Context: an optimization exercise on an open-source flow, tuned for a short achievable clock period and few clock cycles. The choices shown serve that exercise and are no tape-out recipe.
At most, simulation tests tie the RTL to the original design; equivalence was not proved.
Power and IR drop assume default switching activity.

run 4:
// lhce_parse
module lhce_parse (
    input  wire        clk,
    input  wire        rst,           
    input  wire        start,
    input  wire [3:0]  op,
    input  wire [15:0] src_addr,
    input  wire [15:0] src_len,
    input  wire [31:0] ph_src,
    input  wire [31:0] ph_dst,
    output wire        busy,
    output reg         done,
    output wire        mem_rd,
    output wire [9:0]  mem_addr,
    input  wire [31:0] mem_rdata,
    output reg  [3:0]  err_code,
    output reg  [3:0]  err_sub,
    output reg  [31:0] r_csum,
    output reg  [31:0] r_csum_field,
    output reg  [31:0] r_ip_len,
    output reg  [31:0] r_ip_misc,
    output reg  [31:0] r_ip_src,
    output reg  [31:0] r_ip_dst,
    output reg  [31:0] r_ip_hdr,
    output reg  [31:0] r_ip_chk,
    output reg  [31:0] r_tcp_ports,
    output reg  [31:0] r_tcp_seq,
    output reg  [31:0] r_tcp_ack,
    output reg  [31:0] r_tcp_ctl,
    output reg  [31:0] r_tcp_csum,
    output reg  [31:0] r_tcp_hdr,
    output reg  [31:0] r_pay,
    output reg  [31:0] r_out
);
Settings: LEC_CHECK=0, ABC_CLOCK_PERIOD_IN_PS=2000, CAP_MARGIN=20, CORE_MARGIN=2, CORE_UTILIZATION=45, CTS_CLUSTER_DIAMETER=100, CTS_CLUSTER_SIZE=20, PLACE_DENSITY=0.6, SETUP_SLACK_MARGIN=4.6, SLEW_MARGIN=20, TNS_END_PERCENT=100; clock period 7.0 ns.
run.sh (not shown) runs the stock make flow with config.mk's settings and CLKGATE_MAP_FILE= SYNTH_SCRIPT=/design/flow/synth_recipe.tcl, a recipe that flattens the netlist after the stock synthesis.
Testbench counts of run 4, summed over its fixed seeds: cycles 39,859.
Input-level comparison between run 1 and run 4:
# run 4
export LEC_CHECK = 0
export ABC_CLOCK_PERIOD_IN_PS = 2000
export CAP_MARGIN = 20
export CORE_MARGIN = 2
export CORE_UTILIZATION = 45
export CTS_CLUSTER_DIAMETER = 100
export CTS_CLUSTER_SIZE = 20
export PLACE_DENSITY = 0.6
export SETUP_SLACK_MARGIN = 4.6
export SLEW_MARGIN = 20
export TNS_END_PERCENT = 100
create_clock -name core_clock -period 7.0 [get_ports {clk}]
# run 1
export LEC_CHECK = 0
export ABC_CLOCK_PERIOD_IN_PS = 2500
export CAP_MARGIN = 20
export CORE_MARGIN = 2
export CORE_UTILIZATION = 40
export CTS_CLUSTER_DIAMETER = 100
export CTS_CLUSTER_SIZE = 20
export PLACE_DENSITY = 0.6
export SETUP_SLACK_MARGIN = 4.5
export SLEW_MARGIN = 20
export TNS_END_PERCENT = 100
create_clock -name core_clock -period 7.0 [get_ports {clk}]
Results
Run 4 reports its dominant kind of cell by area as multi-input gates while run 1 reports sequential cells. Per the final summary, run 1 finished and its layout is clean on timing, DRC and antenna. Compared with run 4, the detailed router inserted fewer vias in run 1. Re count of buffer and inverter cells on the critical path: run 4 and run 1 aren't equal, and the higher value belongs to run 4. From run 4 to run 1 the numbers moved as follows: fraction of area in clock buffers and inverters comparable; first-iteration DRC count went up about 10%; power dissipated by switching net loads went down by 0.027 mW; number of buffers added for setup after CTS now sits lower; global-route usage decreased 3.8 points.

* * *

== T ==
lhce_parse again, from the RTL that the note above started with.
Settings: LEC_CHECK=0, ABC_CLOCK_PERIOD_IN_PS=2500, CAP_MARGIN=20, CORE_MARGIN=2, CORE_UTILIZATION=50, CTS_CLUSTER_DIAMETER=100, CTS_CLUSTER_SIZE=20, PLACE_DENSITY=0.65, SETUP_SLACK_MARGIN=4.7, SLEW_MARGIN=20, TNS_END_PERCENT=100; clock period 7.0 ns.
Testbench counts of T, summed over its fixed seeds: cycles 39,859.
--- input diff T..Q ---
Settings: swapping 50 for 65 in CORE_UTILIZATION; swapping 4.7 for 4.5 in SETUP_SLACK_MARGIN; swapping 0.65 for 0.75 in PLACE_DENSITY; clearing CTS_CLUSTER_SIZE, which used to be 20; clearing CTS_CLUSTER_DIAMETER, which used to be 100.
Notes after the runs:
Looking at the reports, Q completed the entire flow and the layout it produced met the timing, design-rule and antenna checks. Against T, Q reports a largest net degree at the start of global routing that is lower. Logic depth of the worst register-to-register path delta for Q relative to T: 2 higher. Worst hold margin delta (Q -> T): insignificant. Wire: Q routes less than T. From T to Q the numbers moved as follows: required time of the critical path now larger; cell count down 4.3%; worst vdd rail ir drop now sits higher.

* * *

Setup of v15:
Another version of the RTL of lhce_parse (not shown whole).
Size in the first run: about 670 I/O pins, ~0.070 sq mm of cells after synthesis.
// lhce_parse
module lhce_parse (
    input  wire        clk,
    input  wire        rst,           
    input  wire        start,
    input  wire [3:0]  op,
    input  wire [15:0] src_addr,
    input  wire [15:0] src_len,
    input  wire [31:0] ph_src,
    input  wire [31:0] ph_dst,
    output wire        busy,
    output reg         done,
    output wire        mem_rd,
    output wire [9:0]  mem_addr,
    input  wire [31:0] mem_rdata,
    output reg  [3:0]  err_code,
    output reg  [3:0]  err_sub,
    output reg  [31:0] r_csum,
    output reg  [31:0] r_csum_field,
    output reg  [31:0] r_ip_len,
    output reg  [31:0] r_ip_misc,
    output reg  [31:0] r_ip_src,
    output reg  [31:0] r_ip_dst,
    output reg  [31:0] r_ip_hdr,
    output reg  [31:0] r_ip_chk,
    output reg  [31:0] r_tcp_ports,
    output reg  [31:0] r_tcp_seq,
    output reg  [31:0] r_tcp_ack,
    output reg  [31:0] r_tcp_ctl,
    output reg  [31:0] r_tcp_csum,
    output reg  [31:0] r_tcp_hdr,
    output reg  [31:0] r_pay,
    output reg  [31:0] r_out
);
    localparam [3:0] E_NOT_IPV4  = 4'd1;
    localparam [3:0] E_INV_IP    = 4'd2;
    localparam [3:0] E_INV_TCP   = 4'd3;
    localparam [3:0] E_BAD_RANGE = 4'd6;
    localparam [3:0] E_ILLEGAL   = 4'd7;
    reg        busy_r;
    reg        is_cip, is_ctcp, is_ipp, is_tcpp, is_frm;
    reg [15:0] c_a;
    reg [15:0] c_n;
    reg [31:0] c_phs;
    reg [31:0] c_phd;
  ...
Settings: LEC_CHECK=0, ABC_CLOCK_PERIOD_IN_PS=2500, CAP_MARGIN=20, CORE_MARGIN=2, CORE_UTILIZATION=40, PLACE_DENSITY=0.6, SETUP_SLACK_MARGIN=4.5, SLEW_MARGIN=20, TNS_END_PERCENT=100; clock period 7.0 ns.
Testbench counts of v15, summed over its fixed seeds: cycles 39,732.
Relative to v15, the following input files were edited for v20:
Settings: clearing TNS_END_PERCENT, which used to be 100; clearing SETUP_SLACK_MARGIN, which used to be 4.5; clearing ABC_CLOCK_PERIOD_IN_PS, which used to be 2500.
--- outcome ---
- The final layout from v20, which completed every stage, passed the timing, design-rule and antenna checks at the end of the flow.
- Higher count of buffer and inverter cells on the critical path goes to v15 over v20.
- Looking at register-to-register slack, v20 sits below v15.
- When v20 is set beside v15, its power turns out to be 8.4% smaller.
- Critical path depth: lower on v20
- Sort v15 and v20 by total of plain and repair buffers excluding clock buffers, ascending, and v20 comes first.
- On post-layout worst setup margin: v20 sits below v15.
- Achievable frequency (higher): v15

* * *

Setup of before:
lhce_parse, a different RTL version from the one above (not shown whole).
Size: roughly 7400 cells after synthesis, roughly 670 I/O pins.
make LEC_CHECK=0 ABC_CLOCK_PERIOD_IN_PS=2500 CAP_MARGIN=20 CORE_MARGIN=2 CORE_UTILIZATION=60 PLACE_DENSITY=0.7 SETUP_SLACK_MARGIN=4.5 SLEW_MARGIN=20 TNS_END_PERCENT=100 finish   # period 7.0 ns
In summary, before completed successfully, with a layout that passed the timing, design-rule and antenna checks.
#### Input delta (after over before)
diff --git a/flow/config.mk b/flow/config.mk
--- a/flow/config.mk
+++ b/flow/config.mk
@@ -11,2 +11,2 @@
-export CORE_UTILIZATION = 60
-export PLACE_DENSITY = 0.7
+export CORE_UTILIZATION = 40
+export PLACE_DENSITY = 0.6
### Flow results
In summary, after completed successfully, with a layout that passed the timing, design-rule and antenna checks. after: shortest period the worst path allows 0.020 ns below before. after against before: post-layout utilization of the core went down 27 points, routed wire length went up by 7.7 mm, worst supply voltage drop on vdd picked up an extra 4.8%, cell leakage power lower.
No run of this note included a check of the RTL's function; only the layout flow was run.

afterwards: timing with drivers on the ports:
No port has a modelled driver above. Below, the same layouts with a new extraction and two added sets of constraints.
Step 1 assumes that a clkbuf_16 drives the clock port and a buf_2 every other input.
Step 2 also shifts input and output timing later by t, the mid clock arrival at the registers, as if the neighbouring blocks saw the same clock.
a / b / c = no drivers / after step 1 / after step 2; a / b = the first two.
| run | t, ns | setup slack, ns | hold WS [ns] |
|---|---|---|---|
| run 4 | 0.858 | 4.187 / 4.154 / 3.463 | 0.331 / 0.331 / 0.331 |
| run 1 | 0.865 | 4.238 / 4.169 / 3.428 | 0.322 / 0.322 / 0.322 |
| T | 0.846 | 4.192 / 4.180 / 3.452 | 0.325 / 0.325 / 0.325 |
| Q | 0.912 | 4.166 / 4.166 / 3.501 | 0.328 / 0.328 / 0.328 |
| v15 | 0.896 | 1.887 / 1.887 / 1.887 | 0.434 / 0.434 / 0.434 |
| v20 | 0.907 | 0.477 / 0.477 / 0.477 | 0.440 / 0.440 / 0.440 |
| before | 0.903 | 3.615 / 3.615 / 2.746 | 0.432 / 0.432 / 0.432 |
| after | 0.937 | 3.635 / 3.635 / 2.961 | 0.382 / 0.382 / 0.382 |
After both steps setup and hold are still met in every run listed. For before, which loses most, drivers alone change the setup slack by 0.000 ns; drivers and shift together by -0.869 ns.
